Context: an optimization exercise on an open-source flow, tuned for small area. The choices shown serve that exercise and are no tape-out recipe.
In this exercise RTL edits were held to simulation tests only and were not proved equivalent to the original.
No activity file was given, so power comes from the tool's default toggle rates.

==> module dsrd_core, before the edit <==
module dsrd_core (
    input  wire       clk,
    input  wire       rst,         
    input  wire       tick,        
    input  wire       rx_valid,    
    input  wire [7:0] rx_data,
    output reg        sck,         
    output reg        lat,         
    output reg        blank,       
    output reg        drv_rst,     
    output reg        sda,         
    output reg  [7:0] row          
);
    localparam [2:0] S_HOLD   = 3'd0,    
                     S_PULSE  = 3'd1,    
                     S_SETTLE = 3'd2,    
                     S_SHIFT  = 3'd3,    
                     S_LAT0   = 3'd4,    
                     S_LAT1   = 3'd5,    
                     S_BEND   = 3'd6,    
                     S_IDLE   = 3'd7;    
    reg  [2:0]  state;
    reg  [1:0]  tcnt;
    reg  [3:0]  bm;           
    reg  [3:0]  bd;
    reg         hi;           
    reg  [2:0]  rowcnt;
    reg  [2:0]  lag_lo;       
    reg  [12:0] lag_hi;
    reg         running;
    reg         bootf;        
    reg  [1:0]  cur_h, rx_h, next_h;
    reg         next_v;
    reg         collecting;
    reg  [2:0]  wr_row;       
    reg  [4:0]  col_ptr;      
    reg  [1:0]  prev_f;       
    reg  [2:0]  prev_r;
    reg  [4:0]  prev_lo;      
    reg  [1:0]  ph_f;         
    reg  [2:0]  ph_r;
    wire rx_go     = running && rx_valid;
    wire rx_sof    = rx_go && rx_data == 8'hFF;
    wire rx_store  = rx_go && rx_data != 8'hFF && collecting;
    wire publish   = rx_store && col_ptr == 5'd23 && wr_row == 3'd7;
    wire row_end   = (state == S_LAT1) && running;
    wire swap_req  = row_end && rowcnt == 3'd7;
    wire boot      = (state == S_BEND);
    wire [1:0] free_h     = 2'd3 - cur_h - rx_h;
    wire [1:0] pub_next_h = publish ? rx_h   : next_h;
    wire       pub_next_v = publish ? 1'b1   : next_v;
    wire [1:0] pub_rx_h   = publish ? free_h : rx_h;
    wire       do_swap    = swap_req && pub_next_v;
    always @(posedge clk) begin
        if (rst || boot) begin
            running    <= boot;
            collecting <= 1'b0;
            wr_row     <= 3'd0;
            col_ptr    <= 5'd0;
            prev_f     <= 2'd0;
            prev_r     <= 3'd0;
            prev_lo    <= 5'd24;
            cur_h      <= 2'd0;
            rx_h       <= 2'd1;
            next_h     <= 2'd0;
            next_v     <= 1'b0;
            bootf      <= 1'b1;
        end else begin
            if (rx_sof) begin
                collecting <= 1'b1;
                wr_row     <= 3'd0;
                col_ptr    <= 5'd0;
            end else if (rx_store) begin
                if (col_ptr == 5'd23) begin
                    col_ptr <= 5'd0;
                    prev_f  <= rx_h;
                    prev_r  <= wr_row;
                    prev_lo <= 5'd0;
                    wr_row  <= wr_row + 3'd1;
                    if (wr_row == 3'd7)
                        collecting <= 1'b0;
                end else begin
                    col_ptr <= col_ptr + 5'd1;
                    if (col_ptr == prev_lo)
                        prev_lo <= prev_lo + 5'd1;
                end
            end
            rx_h <= pub_rx_h;
            if (do_swap) begin
                cur_h  <= pub_next_h;
                next_v <= 1'b0;
                bootf  <= 1'b0;
            end else begin
                next_h <= pub_next_h;
                next_v <= pub_next_v;
            end
        end
    end
    wire [7:0] gamma_data;
    dsrd_gamma u_gamma (
        .din  (rx_data),
        .dout (gamma_data)
    );
    always @(posedge clk) begin
        if (rst) begin
            ph_f <= 2'd0;
            ph_r <= 3'd0;
        end else begin
            ph_r <= ph_r + 3'd1;
            if (ph_r == 3'd7)
                ph_f <= (ph_f == 2'd2) ? 2'd0 : ph_f + 2'd1;
        end
    end
    wire m_cur  = (ph_f == rx_h)   && (ph_r == wr_row);
    wire m_prev = (ph_f == prev_f) && (ph_r == prev_r);
    reg  [191:0] rowbuf;
    wire [23:0]  xfer;
    genvar c;
    generate
        for (c = 0; c < 24; c = c + 1) begin : g_rb
            always @(posedge clk)
                if (rx_store && col_ptr == c)
                    rowbuf[c*8 +: 8] <= gamma_data;
            assign xfer[c] = m_cur || (c >= prev_lo && m_prev);
        end
    endgenerate
    wire rd_bit;
    dsrd_framepool u_pool (
        .clk     (clk),
        .wr_data (rowbuf),
        .wr_en   (xfer),
        .rd_m    (bm),
        .rd_d    (bd),
        .rd_bit  (rd_bit)
    );
    wire lag_cy = tick && lag_lo == 3'd7;
    always @(posedge clk) begin
        if (rst || boot) begin
            lag_lo <= 3'd0;
            lag_hi <= 13'd0;
        end else begin
            if (tick)
                lag_lo <= lag_lo + 3'd1;
            if (lag_cy && !row_end)
                lag_hi <= lag_hi + 13'd1;
            else if (row_end && !lag_cy)
                lag_hi <= lag_hi - 13'd1;
        end
    end
    wire at_slot  = (ph_f == cur_h) && (ph_r == rowcnt);
    wire bit_wrap = (bm == 4'd0) && (bd == 4'd0);    
    wire data_bit = running ? (rd_bit & ~bootf) : 1'b1;
    always @(posedge clk) begin
        if (rst) begin
            state   <= S_HOLD;
            tcnt    <= 2'd0;
            bm      <= 4'd0;
            bd      <= 4'd0;
            hi      <= 1'b0;
            rowcnt  <= 3'd0;
            sck     <= 1'b0;
            lat     <= 1'b1;
            blank   <= 1'b1;
            drv_rst <= 1'b1;
            sda     <= 1'b0;
            row     <= 8'd0;
        end else begin
            case (state)
                S_HOLD: if (tick) begin
                    drv_rst <= 1'b0;
                    state   <= S_PULSE;
                end
                S_PULSE: if (tick) begin
                    drv_rst <= 1'b1;
                    state   <= S_SETTLE;
                end
                S_SETTLE: if (tick) begin
                    if (tcnt == 2'd3) begin
                        tcnt  <= 2'd0;
                        blank <= 1'b0;
                        bd    <= 4'd4;       
                        hi    <= 1'b0;
                        state <= S_SHIFT;
                    end else
                        tcnt <= tcnt + 2'd1;
                end
                S_SHIFT: begin
                    if (!hi) begin
                        if (bit_wrap) begin
                            sck <= 1'b0;
                            if (running) begin
                                row   <= 8'd1 << rowcnt;
                                state <= S_LAT0;
                            end else begin
                                lat   <= 1'b0;
                                state <= S_LAT1;
                            end
                        end else begin
                            sck <= 1'b0;
                            sda <= data_bit;
                            hi  <= 1'b1;
                            if (running && bm == 4'd8 && bd == 4'd10)    
                                row <= 8'd0;
                        end
                    end else begin
                        sck <= 1'b1;
                        hi  <= 1'b0;
                        if (bm == 4'd11) begin
                            bm <= 4'd0;
                            bd <= bd + 4'd1;
                        end else
                            bm <= bm + 4'd1;
                    end
                end
                S_LAT0: begin
                    lat   <= 1'b0;
                    state <= S_LAT1;
                end
                S_LAT1: begin
                    lat <= 1'b1;
                    if (running) begin
                        rowcnt <= rowcnt + 3'd1;
                        state  <= S_IDLE;
                    end else
                        state  <= S_BEND;
                end
                S_BEND: begin
                    blank  <= 1'b1;
                    rowcnt <= 3'd0;
                    state  <= S_IDLE;
                end
                default: if (!lag_hi[12] && at_slot) begin    
                    sda   <= data_bit;                        
                    hi    <= 1'b1;
                    state <= S_SHIFT;
                end
            endcase
        end
    end
endmodule
Settings: LEC_CHECK=0, CAP_MARGIN=20, CORE_MARGIN=2, CORE_UTILIZATION=45, CTS_CLUSTER_DIAMETER=120, CTS_CLUSTER_SIZE=30, PLACE_DENSITY=0.6, SLEW_MARGIN=20; clock period 10.0 ns.
run.sh (not shown) runs the stock make flow with config.mk's settings and CLKGATE_MAP_FILE= SYNTH_SCRIPT=/design/flow/synth_recipe.tcl, a recipe that flattens the netlist after the stock synthesis.
==> next run, changes <==
--- a/flow/design.v
+++ b/flow/design.v
@@ -319,9 +319,8 @@
                      S_LAT1   = 3'd5,    
                      S_BEND   = 3'd6,    
                      S_IDLE   = 3'd7;    
     reg  [2:0]  state;
-    reg  [1:0]  tcnt;
     reg  [3:0]  bm;           
     reg  [3:0]  bd;
     reg         hi;           
     reg  [2:0]  rowcnt;
@@ -452,9 +451,8 @@
     wire data_bit = running ? (rd_bit & ~bootf) : 1'b1;
     always @(posedge clk) begin
         if (rst) begin
             state   <= S_HOLD;
-            tcnt    <= 2'd0;
             bm      <= 4'd0;
             bd      <= 4'd0;
             hi      <= 1'b0;
             rowcnt  <= 3'd0;
@@ -473,17 +471,17 @@
                 S_PULSE: if (tick) begin
                     drv_rst <= 1'b1;
                     state   <= S_SETTLE;
                 end
-                S_SETTLE: if (tick) begin
-                    if (tcnt == 2'd3) begin
-                        tcnt  <= 2'd0;
+                S_SETTLE: if (tick) begin           
+                    if (bm == 4'd3) begin
+                        bm    <= 4'd0;
                         blank <= 1'b0;
                         bd    <= 4'd4;       
                         hi    <= 1'b0;
                         state <= S_SHIFT;
                     end else
-                        tcnt <= tcnt + 2'd1;
+                        bm <= bm + 4'd1;
                 end
                 S_SHIFT: begin
                     if (!hi) begin
                         if (bit_wrap) begin
After rerunning: Power stays flat. Clock skew is about the same. Fmax increases by 3.6%. Critical path depth increases by 1. Worst hold slack gets better by 0.013 ns. Design area decreases by 0.32%. Die area decreases by 0.38%. Setup slack gets better by 0.19 ns. Utilization increases by 0.21 points.

-- static timing again, ports no longer ideal --
No port has a modelled driver above. Below, the same layouts with a new extraction and two added sets of constraints. Step 1, drivers: a clkbuf_16 drives clk and a buf_2 each remaining input, both assumed. Step 2 also shifts input and output timing later by t, the mid clock arrival at the registers, as if the neighbouring blocks saw the same clock. Three values: no drivers, after step 1, after step 2; two values: the first two.
run | t, ns | setup WS [ns] | worst hold slack (ns) | worst setup path after step 2 | worst data-port slew with drivers (ns)
the first run | 0.914 | 4.530 / 4.601 / 3.686 | 0.290 / 0.290 / 0.290 | input to register | 0.13
the second run | 0.936 | 4.720 / 4.781 / 3.845 | 0.303 / 0.303 / 0.303 | input to register | 0.18
After both steps every run listed still meets setup and hold. For the second run, which loses most, drivers alone change the setup slack by +0.061 ns; drivers and shift together by -0.875 ns.
